What follows belongs to an exercise in optimizing a design on an open flow for small area, a short achievable clock period and few clock cycles per item; a production flow would make more cautious choices. The RTL was checked by simulation tests, not by an equivalence proof against the original design. Power figures rest on the tool's default switching activity, not on a simulated workload.

==> module mete_fadd, before the edit <==
module mete_fadd (
    input  wire        clk,
    input  wire        rst,      
    input  wire        en,       
    input  wire [31:0] a,
    input  wire [31:0] b,
    output reg  [31:0] y
);
    wire        a_em = &a[30:23];
    wire        b_em = &b[30:23];
    wire        a_fz = (a[22:0] == 23'd0);
    wire        b_fz = (b[22:0] == 23'd0);
    wire        a_ez = (a[30:23] == 8'd0);
    wire        b_ez = (b[30:23] == 8'd0);
    wire        a_nan = a_em & ~a_fz;
    wire        b_nan = b_em & ~b_fz;
    wire        a_inf = a_em & a_fz;
    wire        b_inf = b_em & b_fz;
    wire [8:0]  dab = {1'b0, a[30:23]} - {1'b0, b[30:23]};
    wire [8:0]  dba = {1'b0, b[30:23]} - {1'b0, a[30:23]};
    wire        swap = dab[8];                  
    wire [7:0]  ex   = swap ? (b[30:23] | {7'd0, b_ez}) : (a[30:23] | {7'd0, a_ez});
    wire [7:0]  d    = swap ? dba[7:0] : dab[7:0];
    wire        eqe  = (a[30:23] == b[30:23]) | (a_ez & (b[30:23] == 8'd1)) | (b_ez & (a[30:23] == 8'd1));
    wire [23:0] ma   = {~a_ez, a[22:0]};
    wire [23:0] mb   = {~b_ez, b[22:0]};
    wire [23:0] mx   = swap ? mb : ma;
    wire        wsub = swap ? a_ez : b_ez;      
    wire        xsub = swap ? b_ez : a_ez;
    wire        wup  = wsub & ~xsub;
    wire [23:0] mw   = swap ? (a_ez & ~b_ez ? {a[22:0], 1'b0} : ma)
                            : (b_ez & ~a_ez ? {b[22:0], 1'b0} : mb);
    wire        sub  = a[31] ^ b[31];
    reg [5:0] tza, tzb;
    integer i;
    always @* begin
        tza = 6'd63; tzb = 6'd63;
        for (i = 23; i >= 0; i = i - 1) begin
            if (ma[i]) tza = i[5:0] + 6'd3 + {5'd0, a_ez};
            if (mb[i]) tzb = i[5:0] + 6'd3 + {5'd0, b_ez};
        end
    end
    wire [5:0]  tzw = swap ? tza : tzb;
    wire        big  = (d[7:5] != 3'd0) | (d[4:0] > 5'd26);
    wire [4:0]  dd   = big ? 5'd27 : d[4:0];
    wire [26:0] mwsh = {mw, 3'b000} >> dd;
    wire        lost = ({1'b0, dd} > tzw);
    wire [26:0] mwa  = {mwsh[26:1], mwsh[0] | lost};
    wire [28:0] s1c  = {1'b0, mx, 3'b000, 1'b1} + {{1'b0, mwa} ^ {28{sub}}, sub};
    wire [27:0] s1   = s1c[28:1];
    wire [24:0] s2   = {1'b0, mb} - {1'b0, ma};
    wire        bgt  = (mb > ma);
    wire        neg  = sub & eqe & bgt;
    wire [27:0] sum  = neg ? {1'b0, s2[23:0], 3'b000} : s1;
    wire        sx   = swap ? b[31] : (neg ? b[31] : a[31]);
    reg  [27:0] r_sum;
    reg  [7:0]  r_ex;
    reg         r_sx, r_nan, r_inf, r_infs, r_zs, r_e254;
    always @(posedge clk) begin
        r_sum  <= sum;
        r_ex   <= ex;
        r_sx   <= sx;
        r_nan  <= a_nan | b_nan | (a_inf & b_inf & sub);
        r_inf  <= a_inf | b_inf;
        r_infs <= a_inf ? a[31] : b[31];
        r_zs   <= a[31] & b[31];
        r_e254 <= (ex == 8'd254);
    end
    reg [4:0] lz;
    always @* begin
        lz = 5'd27;
        for (i = 0; i < 27; i = i + 1)
            if (r_sum[i]) lz = 5'd26 - i[4:0];
    end
    wire        lz_lt = (r_ex > {3'b0, lz});
    wire [4:0]  exm1  = r_ex[4:0] - 5'd1;
    wire [4:0]  sh    = lz_lt ? lz : exm1;
    wire [26:0] ml    = r_sum[26:0] << sh;
    wire [7:0]  exl = r_ex - {3'b0, lz};
    wire [7:0]  exi = r_ex + 8'd1;
    wire [7:0]  e     = r_sum[27] ? exi : (lz_lt ? exl : 8'd1);
    wire [26:0] m     = r_sum[27] ? {r_sum[27:2], r_sum[1] | r_sum[0]} : ml;
    wire [30:0] pack     = {(m[26] ? e : 8'd0), m[25:3]};
    wire        round_up = m[2] & (m[1] | m[0] | m[3]);
    wire [30:0] rounded  = pack + {30'd0, round_up};
    always @(posedge clk) begin
        if (rst)
            y <= 32'd0;
        else if (!en)
            y <= y;
        else if (r_nan)
            y <= 32'h7FC00000;
        else if (r_inf)
            y <= {r_infs, 8'hFF, 23'd0};
        else if (r_sum == 28'd0)
            y <= {r_zs, 31'd0};
        else if (r_sum[27] & r_e254)
            y <= {r_sx, 8'hFF, 23'd0};
        else
            y <= {r_sx, rounded};
    end
endmodule
==> flow/config.mk <==
export PLATFORM = sky130hd
export DESIGN_NAME = mete
export DESIGN_NICKNAME = mete
export VERILOG_FILES = /design/flow/design.v
export SDC_FILE = /design/flow/constraint.sdc
export NUM_CORES = 4
export LEC_CHECK = 0
export ABC_AREA = 1
export CAP_MARGIN = 20
export CORE_MARGIN = 2
export CORE_UTILIZATION = 50
export CTS_BUF_LIST = sky130_fd_sc_hd__clkbuf_8
export SLEW_MARGIN = 20
==> flow/constraint.sdc <==
create_clock -name core_clock -period 27.0 [get_ports {clk}]
set_input_delay 5.4000 -clock core_clock [delete_from_list [all_inputs] [get_ports {clk}]]
set_output_delay 5.4000 -clock core_clock [all_outputs]
set_load 0.01 [all_outputs]
standard.sh (not shown) runs the stock make flow with config.mk's settings and CLKGATE_MAP_FILE= SYNTH_SCRIPT=/design/flow/synth_recipe.tcl, a recipe that flattens the netlist after the stock synthesis.
==> flow/flow/run.sh <==
#!/bin/bash
# Own layout flow: the standard synthesis and layout (standard.sh), with
# repair_timing asked for a large setup margin so that the layout is timed
# well below the 27 ns clock. The clock, its period and the I/O constraints
# are the design's (constraint.sdc is not changed).
set -euo pipefail
bash standard.sh synth > synth.log 2>&1
bash standard.sh SETUP_SLACK_MARGIN=20 finish > layout.log 2>&1
Testbench counts at the start, summed over its fixed seeds: cycles 189,270, pixels 2,048.
Next try:
--- a/flow/design.v
+++ b/flow/design.v
@@ -1159,47 +1159,38 @@
     wire        b_ez = (b[30:23] == 8'd0);
     wire        a_nan = a_em & ~a_fz;
     wire        b_nan = b_em & ~b_fz;
     wire        a_inf = a_em & a_fz;
     wire        b_inf = b_em & b_fz;
-    wire [8:0]  dab = {1'b0, a[30:23]} - {1'b0, b[30:23]};
-    wire [8:0]  dba = {1'b0, b[30:23]} - {1'b0, a[30:23]};
-    wire        swap = dab[8];                  
-    wire [7:0]  ex   = swap ? (b[30:23] | {7'd0, b_ez}) : (a[30:23] | {7'd0, a_ez});
-    wire [7:0]  d    = swap ? dba[7:0] : dab[7:0];
-    wire        eqe  = (a[30:23] == b[30:23]) | (a_ez & (b[30:23] == 8'd1)) | (b_ez & (a[30:23] == 8'd1));
+    wire        swap = (b[30:0] > a[30:0]);
+    wire [7:0]  xa   = a[30:23] | {7'd0, a_ez};
+    wire [7:0]  xb   = b[30:23] | {7'd0, b_ez};
+    wire [7:0]  ex   = swap ? xb : xa;
+    wire [7:0]  d    = swap ? (xb - xa) : (xa - xb);
     wire [23:0] ma   = {~a_ez, a[22:0]};
     wire [23:0] mb   = {~b_ez, b[22:0]};
     wire [23:0] mx   = swap ? mb : ma;
-    wire        wsub = swap ? a_ez : b_ez;      
-    wire        xsub = swap ? b_ez : a_ez;
-    wire        wup  = wsub & ~xsub;
-    wire [23:0] mw   = swap ? (a_ez & ~b_ez ? {a[22:0], 1'b0} : ma)
-                            : (b_ez & ~a_ez ? {b[22:0], 1'b0} : mb);
+    wire [23:0] mw   = swap ? ma : mb;
     wire        sub  = a[31] ^ b[31];
+    wire        sx   = swap ? b[31] : a[31];
     reg [5:0] tza, tzb;
     integer i;
     always @* begin
         tza = 6'd63; tzb = 6'd63;
         for (i = 23; i >= 0; i = i - 1) begin
-            if (ma[i]) tza = i[5:0] + 6'd3 + {5'd0, a_ez};
-            if (mb[i]) tzb = i[5:0] + 6'd3 + {5'd0, b_ez};
+            if (ma[i]) tza = i[5:0] + 6'd3;
+            if (mb[i]) tzb = i[5:0] + 6'd3;
         end
     end
     wire [5:0]  tzw = swap ? tza : tzb;
     wire        big  = (d[7:5] != 3'd0) | (d[4:0] > 5'd26);
     wire [4:0]  dd   = big ? 5'd27 : d[4:0];
     wire [26:0] mwsh = {mw, 3'b000} >> dd;
     wire        lost = ({1'b0, dd} > tzw);
     wire [26:0] mwa  = {mwsh[26:1], mwsh[0] | lost};
     wire [28:0] s1c  = {1'b0, mx, 3'b000, 1'b1} + {{1'b0, mwa} ^ {28{sub}}, sub};
-    wire [27:0] s1   = s1c[28:1];
-    wire [24:0] s2   = {1'b0, mb} - {1'b0, ma};
-    wire        bgt  = (mb > ma);
-    wire        neg  = sub & eqe & bgt;
-    wire [27:0] sum  = neg ? {1'b0, s2[23:0], 3'b000} : s1;
-    wire        sx   = swap ? b[31] : (neg ? b[31] : a[31]);
+    wire [27:0] sum  = s1c[28:1];
     reg  [27:0] r_sum;
     reg  [7:0]  r_ex;
     reg         r_sx, r_nan, r_inf, r_infs, r_zs, r_e254;
     always @(posedge clk) begin
         r_sum  <= sum;
Result:
- global-route usage stays flat
- clock skew fell by 17 ps
- combinational power rose by 5.2%
- die area fell by 1.2%
- utilization fell by 0.61 points
- cell count fell by 1.6%
- power rose by 0.73%
Testbench counts after the change, summed over its fixed seeds: cycles 189,270, pixels 2,048.

-- port drivers added, routing unchanged --
How much do the figures lean on ideal ports? The routed layouts below were timed once more, with nothing changed but the port constraints.
Step 1 sets driving cells, clkbuf_16 on the clock port and buf_2 on the other inputs (assumed; they add their load-dependent delay and slew).
Step 2 also shifts input and output timing later by t, the mid clock arrival at the registers, as if the neighbouring blocks saw the same clock.
a / b / c = no drivers / after step 1 / after step 2; a / b = the first two.
| run | shift t [ns] | setup WS [ns] | worst setup path after step 2 | worst slew at a driven data input, ns | cell pins on the clock port's net |
|---|---|---|---|---|---|
| the first run | 0.960 | 20.092 / 20.019 / 19.917 | input to register | 0.05 | 1 |
| the second run | 0.941 | 20.050 / 19.976 / 19.582 | input to register | 0.07 | 1 |
After both steps every run listed still meets setup and hold. For the second run, which loses most, drivers alone change the setup slack by -0.074 ns; drivers and shift together by -0.468 ns.
